From an optimization exercise on the open Yosys and OpenROAD flow, aimed at small area; shortcuts taken in it are not production practice. The flow treats the clock pin as an ideal source. Dropping or thinning the clock tree relies on that and would not hold on a real chip. Power figures rest on the tool's default switching activity, not on a simulated workload.

==> flow/design.v <==
module slpe_rx (
    input  wire       clk,
    input  wire       rst,
    input  wire       start,
    input  wire       rx_valid,
    input  wire [7:0] rx_data,
    output wire       busy,
    output reg        tx_valid,
    output wire [7:0] tx_data,
    output reg        pl_valid,
    output wire [7:0] pl_data,
    output reg        pl_commit,
    output reg        pl_discard,
    output reg        done,
    output reg        ok,
    output reg  [2:0] retries
);
    localparam [4:0] S_IDLE  = 5'd0,  S_POLL  = 5'd1,  S_ENQ   = 5'd2,
                     S_ACK   = 5'd3,  S_ACK2  = 5'd4,  S_DCHK  = 5'd5,
                     S_NAK   = 5'd6,  S_RETRY = 5'd7,  S_ERROR = 5'd8,
                     S_END   = 5'd9,
                     S_STX   = 5'd16, S_LEN   = 5'd17, S_CMD   = 5'd18,
                     S_EXTL  = 5'd19, S_FNUM  = 5'd20, S_DATA  = 5'd21,
                     S_ETX   = 5'd22, S_CS    = 5'd23;
    reg  [4:0]  st;
    reg  [7:0]  lb;         
    reg  [6:0]  tmr;        
    reg  [1:0]  idx;        
    reg         div, mid;
    reg  [10:0] rem;        
    reg  [7:0]  crc;
    reg  [7:0]  fr;         
    reg         fm;         
    assign pl_data = lb;
    assign tx_data = {3'b000, pl_discard, 1'b0, 1'b1, ~pl_discard, pl_discard};
    assign busy    = (st != S_IDLE);
    wire fs      = st[4];                  
    wire tmo     = fs && !rx_valid && (tmr == 7'b1001011);
    wire [6:0] tmr_n = {tmr[5:0], ~(tmr[6] ^ tmr[5])};
    wire [7:0] cx = crc ^ rx_data;
    reg  [7:0] cn;
    integer i;
    always @(*) begin
        cn = cx;
        for (i = 0; i < 8; i = i + 1)
            cn = cn[7] ? ((cn << 1) ^ 8'h07) : (cn << 1);
    end
    wire crc_ok = (cx == 8'h00);
    wire [10:0] e11    = {rem[2:0], rx_data};
    wire        isdata = (st == S_DATA);
    wire [10:0] kterm  = div ? (isdata ? 11'd13 : 11'd12) : (isdata ? 11'd6 : 11'd5);
    wire        z      = (rem == kterm);
    wire [8:0]  finc   = {1'b0, lb} + {8'h00, (idx == 2'd0) ? (rx_data == 8'hFF) : 1'b1};
    wire        feq    = (rx_data == fr);
    always @(posedge clk) begin
        if (rx_valid)
            lb <= rx_data;
        if (!fs || rx_valid)
            tmr <= 7'd0;
        else
            tmr <= tmr_n;
        if (st == S_STX)
            crc <= 8'h00;
        else if (rx_valid)
            crc <= cn;
        if (st == S_STX)
            idx <= 2'd0;
        else if (rx_valid)
            idx <= idx + 2'd1;
        if (st == S_FNUM && rx_valid) begin
            fr <= finc[7:0];
            fm <= (idx == 2'd0) ? ~finc[8] : (fm & feq);
        end
        tx_valid   <= 1'b0;
        pl_valid   <= 1'b0;
        pl_commit  <= 1'b0;
        pl_discard <= 1'b0;
        done       <= 1'b0;
        case (st)
        S_IDLE: if (start) begin
            retries <= 3'd0;
            mid     <= 1'b0;
            st      <= S_POLL;
        end
        S_POLL: if (rx_valid) st <= S_ENQ;
        S_ENQ: if (!rx_valid) begin
            if (lb == 8'h05)      st <= S_ACK;
            else if (lb == 8'h15) st <= S_POLL;
            else                  st <= S_RETRY;
        end
        S_ACK: begin
            tx_valid <= 1'b1;
            st       <= S_STX;
        end
        S_STX: if (tmo) st <= S_ERROR;
               else if (rx_valid) st <= (rx_data == 8'h02) ? S_LEN : S_NAK;
        S_LEN: if (tmo) st <= S_ERROR;
               else if (rx_valid) begin
                   div <= 1'b0;
                   rem <= {3'b000, rx_data};
                   st  <= (rx_data >= 8'd5 && rx_data != 8'hFF) ? S_CMD : S_NAK;
               end
        S_CMD: if (tmo) st <= S_ERROR;
               else if (rx_valid) begin
                   pl_valid <= !mid;
                   if (idx == 2'd3)
                       st <= (rem[7:0] == 8'hFE) ? S_EXTL : (z ? S_ETX : S_DATA);
               end
        S_EXTL: if (tmo) st <= S_ERROR;
                else if (rx_valid) begin
                    rem <= {rem[2:0], rx_data};
                    if (idx == 2'd0)
                        div <= (rx_data != 8'h00);
                    else if (idx == 2'd1)
                        div <= div | (rx_data[7:3] != 5'd0);
                    else begin
                        if (mid || div || e11 > 11'd1032) begin
                            div <= 1'b1;
                            st  <= (div || e11 < 11'd12 || e11 > 11'd1036) ? S_NAK : S_FNUM;
                        end else
                            st  <= (e11 < 11'd5) ? S_NAK : (e11 == 11'd5) ? S_ETX : S_DATA;
                    end
                end
        S_FNUM: if (tmo) st <= S_ERROR;
                else if (rx_valid && idx == 2'd2)
                    st <= z ? S_ETX : S_DATA;
        S_DATA: if (tmo) st <= S_ERROR;
                else if (rx_valid) begin
                    pl_valid <= 1'b1;
                    rem      <= rem - 11'd1;
                    if (z) st <= S_ETX;
                end
        S_ETX: if (tmo) st <= S_ERROR;
               else if (rx_valid) st <= (rx_data == 8'h03) ? S_CS : S_NAK;
        S_CS: if (tmo) st <= S_NAK;
              else if (rx_valid) st <= crc_ok ? S_ACK2 : S_NAK;
        S_ACK2: begin
            tx_valid  <= 1'b1;
            pl_commit <= 1'b1;
            st        <= S_DCHK;
        end
        S_DCHK: if (div && !fm) begin
                    mid <= 1'b1;
                    st  <= S_POLL;
                end else begin
                    ok  <= 1'b1;
                    st  <= S_END;
                end
        S_NAK: begin
            tx_valid   <= 1'b1;
            pl_discard <= 1'b1;
            st         <= S_RETRY;
        end
        S_RETRY: begin
            retries <= retries + 3'd1;
            st      <= retries[2] ? S_ERROR : S_POLL;
        end
        S_ERROR: begin
            pl_discard <= 1'b1;
            ok         <= 1'b0;
            st         <= S_END;
        end
        S_END: begin
            done <= 1'b1;
            st   <= S_IDLE;
        end
        default: st <= S_IDLE;
        endcase
        if (rst) begin
            st         <= S_IDLE;
            retries    <= 3'd0;
            tx_valid   <= 1'b0;
            pl_valid   <= 1'b0;
            pl_commit  <= 1'b0;
            pl_discard <= 1'b0;
            done       <= 1'b0;
        end
    end
endmodule
export LEC_CHECK = 0
export CAP_MARGIN = 20
export CORE_MARGIN = 2
export CORE_UTILIZATION = 40
export SLEW_MARGIN = 20
create_clock -name core_clock -period 5.0 [get_ports {clk}]
standard.sh (not shown) runs the stock make flow with config.mk's settings and CLKGATE_MAP_FILE= SYNTH_SCRIPT=/design/flow/synth_recipe.tcl, a recipe that flattens the netlist after the stock synthesis.
==> flow/flow/run.sh <==
#!/bin/bash
# Own layout flow: the standard flow, with the port buffers made from buf_1
# and the clock tree replaced by a single clkbuf_16 that drives every register.
set -e
HERE=$(pwd)
export BUFFER_PORTS_ARGS="-buffer_cell sky130_fd_sc_hd__buf_1"
export PRE_CTS_TCL=$HERE/flow/cts_single.tcl
export MY_CTS_NCLUST=4
bash standard.sh > $HERE/standard.log 2>&1
==> flow/flow/cts_single.tcl <==
# Replace TritonCTS by a one-level clock tree: the clock port drives a few
# clkbuf cells directly, each driving one spatial cluster of the clock sinks.
rename clock_tree_synthesis _orig_clock_tree_synthesis
proc clock_tree_synthesis { args } {
  set nclust 4
  if { [info exists ::env(MY_CTS_NCLUST)] } { set nclust $::env(MY_CTS_NCLUST) }
  set bufname sky130_fd_sc_hd__clkbuf_8
  if { [info exists ::env(MY_CTS_BUF)] } { set bufname $::env(MY_CTS_BUF) }
  set block [ord::get_db_block]
  set db [ord::get_db]
  set master [$db findMaster $bufname]
  set clknet [$block findNet clk]
  # sinks with their pin locations
  set sinks {}
  foreach it [$clknet getITerms] {
    set inst [$it getInst]
    set box [$inst getBBox]
    set x [expr {([$box xMin] + [$box xMax]) / 2}]
    set y [expr {([$box yMin] + [$box yMax]) / 2}]
    lappend sinks [list $it $x $y]
  }
  # balanced split: by x into halves, each half by y into halves (for 4)
  set groups [list $sinks]
  set axis 1
  while { [llength $groups] < $nclust } {
    set ng {}
    foreach g $groups {
      set s [lsort -integer -index $axis $g]
      set h [expr {[llength $s] / 2}]
      lappend ng [lrange $s 0 [expr {$h - 1}]] [lrange $s $h end]
    }
    set groups $ng
    set axis [expr {3 - $axis}]
  }
  set k 0
  foreach g $groups {
    set newnet [odb::dbNet_create $block clknet_leaf_${k}_clk]
    $newnet setSigType CLOCK
    set sx 0
    set sy 0
    foreach s $g {
      set it [lindex $s 0]
      set sx [expr {$sx + [lindex $s 1]}]
      set sy [expr {$sy + [lindex $s 2]}]
      $it disconnect
      $it connect $newnet
    }
    set n [llength $g]
    set buf [odb::dbInst_create $block $master clkbuf_leaf_${k}_clk]
    [$buf findITerm A] connect $clknet
    [$buf findITerm X] connect $newnet
    $buf setLocation [expr {$sx / $n}] [expr {$sy / $n}]
    $buf setPlacementStatus PLACED
    puts "clock buffer $k drives $n sinks"
    incr k
  }
  set_propagated_clock [all_clocks]
}
Next try:
==> flow/run.sh (new file) <==
#!/bin/bash
# synth_recipe.tcl (not shown) runs the flow's synth.tcl, then flattens the netlist and writes it again
# the make line also repeats each setting of config.mk as NAME=value (left out here)
make -C /OpenROAD-flow-scripts/flow DESIGN_CONFIG=/design/flow/config.mk WORK_HOME=/design/flow/orfs CLKGATE_MAP_FILE= SYNTH_SCRIPT=/design/flow/synth_recipe.tcl finish
removed: flow/flow/run.sh
removed: flow/flow/cts_single.tcl
removed: flow/standard.sh
Outcome: The changed run passed the timing, design-rule and antenna checks; synthesized area stays the same; clock skew went down by 5.0 ps; clock power is higher by well over a third; combinational power rose by a few percent; design area climbs by a little under a tenth; critical path depth is unchanged; first-iteration DRC count goes up by well over a third; utilization rises by 3.8 points; final cell count rose by a few percent.
Next try:
==> flow/flow/run.sh (new file) <==
#!/bin/bash
# Own layout flow: the standard flow, with the port buffers made from buf_1
# and the clock tree replaced by a single clkbuf_16 that drives every register.
set -e
HERE=$(pwd)
export BUFFER_PORTS_ARGS="-buffer_cell sky130_fd_sc_hd__buf_1"
export PRE_CTS_TCL=$HERE/flow/cts_single.tcl
bash standard.sh > $HERE/standard.log 2>&1
==> flow/flow/cts_single.tcl (new file) <==
# Replace TritonCTS by a one-level clock tree: the clock port drives a few
# clkbuf cells directly, each driving one spatial cluster of the clock sinks.
rename clock_tree_synthesis _orig_clock_tree_synthesis
proc clock_tree_synthesis { args } {
  set nclust 4
  if { [info exists ::env(MY_CTS_NCLUST)] } { set nclust $::env(MY_CTS_NCLUST) }
  set bufname sky130_fd_sc_hd__clkbuf_8
  if { [info exists ::env(MY_CTS_BUF)] } { set bufname $::env(MY_CTS_BUF) }
  set block [ord::get_db_block]
  set db [ord::get_db]
  set master [$db findMaster $bufname]
  set clknet [$block findNet clk]
  # sinks with their pin locations
  set sinks {}
  foreach it [$clknet getITerms] {
    set inst [$it getInst]
    set box [$inst getBBox]
    set x [expr {([$box xMin] + [$box xMax]) / 2}]
    set y [expr {([$box yMin] + [$box yMax]) / 2}]
    lappend sinks [list $it $x $y]
  }
  # balanced split: by x into halves, each half by y into halves (for 4)
  set groups [list $sinks]
  set axis 1
  while { [llength $groups] < $nclust } {
    set ng {}
    foreach g $groups {
      set s [lsort -integer -index $axis $g]
      set h [expr {[llength $s] / 2}]
      lappend ng [lrange $s 0 [expr {$h - 1}]] [lrange $s $h end]
    }
    set groups $ng
    set axis [expr {3 - $axis}]
  }
  set k 0
  foreach g $groups {
    set newnet [odb::dbNet_create $block clknet_leaf_${k}_clk]
    $newnet setSigType CLOCK
    set sx 0
    set sy 0
    foreach s $g {
      set it [lindex $s 0]
      set sx [expr {$sx + [lindex $s 1]}]
      set sy [expr {$sy + [lindex $s 2]}]
      $it disconnect
      $it connect $newnet
    }
    set n [llength $g]
    set buf [odb::dbInst_create $block $master clkbuf_leaf_${k}_clk]
    [$buf findITerm A] connect $clknet
    [$buf findITerm X] connect $newnet
    $buf setLocation [expr {$sx / $n}] [expr {$sy / $n}]
    $buf setPlacementStatus PLACED
    puts "clock buffer $k drives $n sinks"
    incr k
  }
  set_propagated_clock [all_clocks]
}
==> flow/standard.sh (new file) <==
#!/bin/bash
# synth_recipe.tcl (not shown) runs the flow's synth.tcl, then flattens the netlist and writes it again
# the make line also repeats each setting of config.mk as NAME=value (left out here)
make -C /OpenROAD-flow-scripts/flow DESIGN_CONFIG=/design/flow/config.mk WORK_HOME=/design/flow/orfs CLKGATE_MAP_FILE= SYNTH_SCRIPT=/design/flow/synth_recipe.tcl "${@:-finish}"
--- a/flow/config.mk
+++ b/flow/config.mk
@@ -9,3 +9,4 @@
 export CORE_MARGIN = 2
-export CORE_UTILIZATION = 40
+export CORE_UTILIZATION = 65
+export PLACE_DENSITY = 0.75
 export SLEW_MARGIN = 20
removed: flow/run.sh
After rerunning: The new run finished with timing, DRC and antenna clean; utilization is higher by 21 points; worst setup slack improved by 240 ps; sequential share of layout area is higher by 3.7 points.
Function was not checked in any run of this note: the RTL went through the layout flow alone. The clock cells of the first and third runs of this note come from the design's own scripts or RTL, not from TritonCTS.

[what the ideal ports hide]
Ports are ideal in the flow. The routed layouts listed here were re-timed in OpenROAD.
Step 1 sets driving cells, clkbuf_16 on the clock port and buf_2 on the other inputs (assumed; they add their load-dependent delay and slew).
Step 2 adds t to the input delays and takes it off the output delays; t is the mean of the earliest and latest rising clock arrival at the registers after step 1. Input paths then give back, and output paths get back, about the clock's delay inside the block.
Slacks: ideal / step 1 / step 2; pairs: ideal / step 1.
run	t, ns	setup slack, ns	slew at the worst register clock pin (ns)	cell pins on the clock port's net
the first run	0.222	1.979 / 2.023 / 1.802	0.11 / 0.11	4
the second run	0.373	1.694 / 1.704 / 1.331	0.07 / 0.07	1
the third run	0.216	1.930 / 1.966 / 1.750	0.11 / 0.11	4
After both steps setup and hold are still met in every run listed. The setup slack of the second run, which loses most, moves by +0.010 ns with the drivers and by -0.363 ns with both steps.
